From an optimization exercise on the open Yosys and OpenROAD flow, aimed at small area; shortcuts taken in it are not production practice. Function was checked by simulation only, so behaviour that the tests miss may differ from the original. No activity file was given, so power comes from the tool's default toggle rates.

==> flow/design.v (excerpt) <==
module audio_sequencer_timing_fsm (
    input  wire        clk,
    input  wire        rst,             
    input  wire [11:0] spt_i,
    input  wire [4:0]  loop_bars_i,
    input  wire [35:0] pan_i,
    input  wire [47:0] vol_i,
    input  wire [17:0] smp_i,
    input  wire [95:0] len_i,
    input  wire        start_i,
    input  wire        complete_i,
    output wire        stream_start_o,
    output wire [1:0]  stream_slot_o,
    output wire        ring_we_o,
    output wire [1:0]  ring_slot_o,
    output wire [4:0]  ring_frame_o,
    output wire [31:0] ring_wdata_o,
    output wire        song_re_o,
    output wire [3:0]  song_b_o,
    input  wire [2:0]  song_d_i,
    output wire        pat_re_o,
    output wire [2:0]  pat_p_o,
    output wire [2:0]  pat_v_o,
    output wire [6:0]  pat_t_o,
    input  wire [7:0]  pat_d_i,
    output wire        samp_re_o,
    output wire [2:0]  samp_k_o,
    output wire [11:0] samp_i_o,
    input  wire [15:0] samp_d_i
);
    localparam [3:0] R_WRITE = 4'd8,
                     R_WAIT  = 4'd9,
  ...
==> flow/config.mk <==
export PLATFORM = sky130hd
export DESIGN_NAME = audio_sequencer_timing_fsm
export DESIGN_NICKNAME = audio_sequencer_timing_fsm
export VERILOG_FILES = /design/flow/design.v
export SDC_FILE = /design/flow/constraint.sdc
export NUM_CORES = 4
export LEC_CHECK = 0
export CAP_MARGIN = 0
export CORE_MARGIN = 2
export CORE_UTILIZATION = 50
export CTS_BUF_LIST = sky130_fd_sc_hd__clkbuf_8
export CTS_CLUSTER_DIAMETER = 30
export CTS_CLUSTER_SIZE = 10
export PLACE_DENSITY = 0.7
export SLEW_MARGIN = 0
==> flow/constraint.sdc <==
create_clock -name core_clock -period 14.0 [get_ports {clk}]
set_input_delay 2.8000 -clock core_clock [delete_from_list [all_inputs] [get_ports {clk}]]
set_output_delay 2.8000 -clock core_clock [all_outputs]
set_load 0.01 [all_outputs]
standard.sh (not shown) runs the stock make flow with config.mk's settings and CLKGATE_MAP_FILE= SYNTH_SCRIPT=/design/flow/synth_recipe.tcl, a recipe that flattens the netlist after the stock synthesis.
==> flow/flow/run.sh <==
#!/bin/bash
# Standard ORFS layout with two changes:
#  - synthesis maps the logic with an area-oriented ABC script (abc_area.script);
#    everything else in synthesis (registers, flattening, renaming) is the standard flow's own
#  - every port gets the smallest buffer (buf_1)
set -euo pipefail
here=$(pwd)
sed 's|^source \$::env(SCRIPTS_DIR)/synth_preamble.tcl|&\nset abc_args [lreplace $abc_args 1 1 '"$here"'/flow/abc_area.script]|' \
    "$FLOW_HOME/scripts/synth.tcl" > my_synth.tcl
sed "s|source \$::env(SCRIPTS_DIR)/synth.tcl|source $here/my_synth.tcl|" synth_recipe.tcl > my_synth_recipe.tcl
sed "s|SYNTH_SCRIPT=[^ ]*|SYNTH_SCRIPT=$here/my_synth_recipe.tcl|" standard.sh > my_standard.sh
export BUFFER_PORTS_ARGS="-buffer_cell sky130_fd_sc_hd__buf_1"
bash my_standard.sh > standard.log 2>&1
==> flow/flow/abc_area.script <==
&get -n
&st
&dch -x
&nf -R 1000 -p -F 10 -C 32 -E 50
&put
topo
The first run finished with timing, DRC and antenna clean.
Change:
==> flow/flow/abc_area.script (replaced) <==
&get -n
&st
&dch -x
&nf -R 1000 -p -F 10 -C 32
&put
topo
Settings changed: CAP_MARGIN 0 to 20, CORE_UTILIZATION 50 to 40, PLACE_DENSITY 0.7 to 0.6, SLEW_MARGIN 0 to 20.
Result: Total power shrinks by 2.0%; design area grows by 1.0%; sequential share of layout area shrinks by 0.30 points.
Change:
==> flow/flow/abc_area.script (replaced) <==
&get -n
&st
&dch -x
&nf -R 1000 -p -F 10 -C 32 -E 50
&put
topo
Settings changed: CAP_MARGIN 20 to 0, CORE_UTILIZATION 40 to 60, PLACE_DENSITY 0.6 to 0.75, SLEW_MARGIN 20 to 0.
Outcome: Final area is lower by 2.4%; setup slack got worse by 580 ps; register-to-register slack got worse by 720 ps; global-route usage is higher by 8.7 points; wire length is lower by 4.4%; clock power is higher by about 1%; clock skew stays flat; fmax is lower by 4.9%; via count is lower by 1.8%; sequential power is higher by 3.6%; worst hold slack is about the same.
Change:
Settings changed: CORE_UTILIZATION 60 to 70, PLACE_DENSITY 0.75 to 0.85.
Wire length goes up by 0.60%.
Die area decreases by 14%.
Clock skew goes up by 9.8 ps.
Final area goes down by 0.41%.
Setup slack is worse by 94 ps.
Critical path depth does not change.
Power is higher by 2.2%.
Register-to-register slack got worse by 30 ps.
Synthesized area stays the same.
Change:
==> flow/flow/abc_area.script (replaced) <==
&get -n
&st
&dch -x
&nf -R 1000 -p -F 10 -C 32
&put
topo
Settings changed: CORE_UTILIZATION 70 to 40, PLACE_DENSITY 0.85 to 0.6.
What happened: The new run finished clean. Setup slack gains 680 ps. Synthesized area came out higher by 1.3%. Sequential cell count stays the same. Core utilization fell by 34 points.

==> re-timing with driven ports <==
The flow's constraints put no driver on any port. The routed layouts listed below were extracted and timed again, unchanged, in two steps.
Step 1, drivers: a clkbuf_16 drives clk and a buf_2 each remaining input, both assumed.
Step 2, shift: input delay + t, output delay - t, t = (earliest + latest rising clock arrival at the registers) / 2. This alone moves slack from input paths to output paths.
Three values: ideal, step 1, step 2; two values: the first two.
| run | shift t [ns] | setup slack, ns | worst hold slack (ns) | slew at the worst register clock pin (ns) |
|---|---|---|---|---|
| the first run | 0.512 | 2.034 / 2.058 / 1.547 | 0.328 / 0.328 / 0.328 | 0.12 / 0.12 |
| the second run | 0.496 | 2.823 / 2.842 / 2.346 | 0.331 / 0.331 / 0.331 | 0.11 / 0.11 |
| the third run | 0.511 | 2.241 / 2.265 / 1.754 | 0.331 / 0.331 / 0.331 | 0.11 / 0.11 |
| the fourth run | 0.511 | 2.147 / 2.163 / 1.652 | 0.330 / 0.330 / 0.330 | 0.11 / 0.11 |
| the fifth run | 0.496 | 2.823 / 2.842 / 2.346 | 0.331 / 0.331 / 0.331 | 0.11 / 0.11 |
After both steps setup and hold are still met in every run listed. For the fourth run, which loses most, drivers alone change the setup slack by +0.016 ns; drivers and shift together by -0.495 ns.
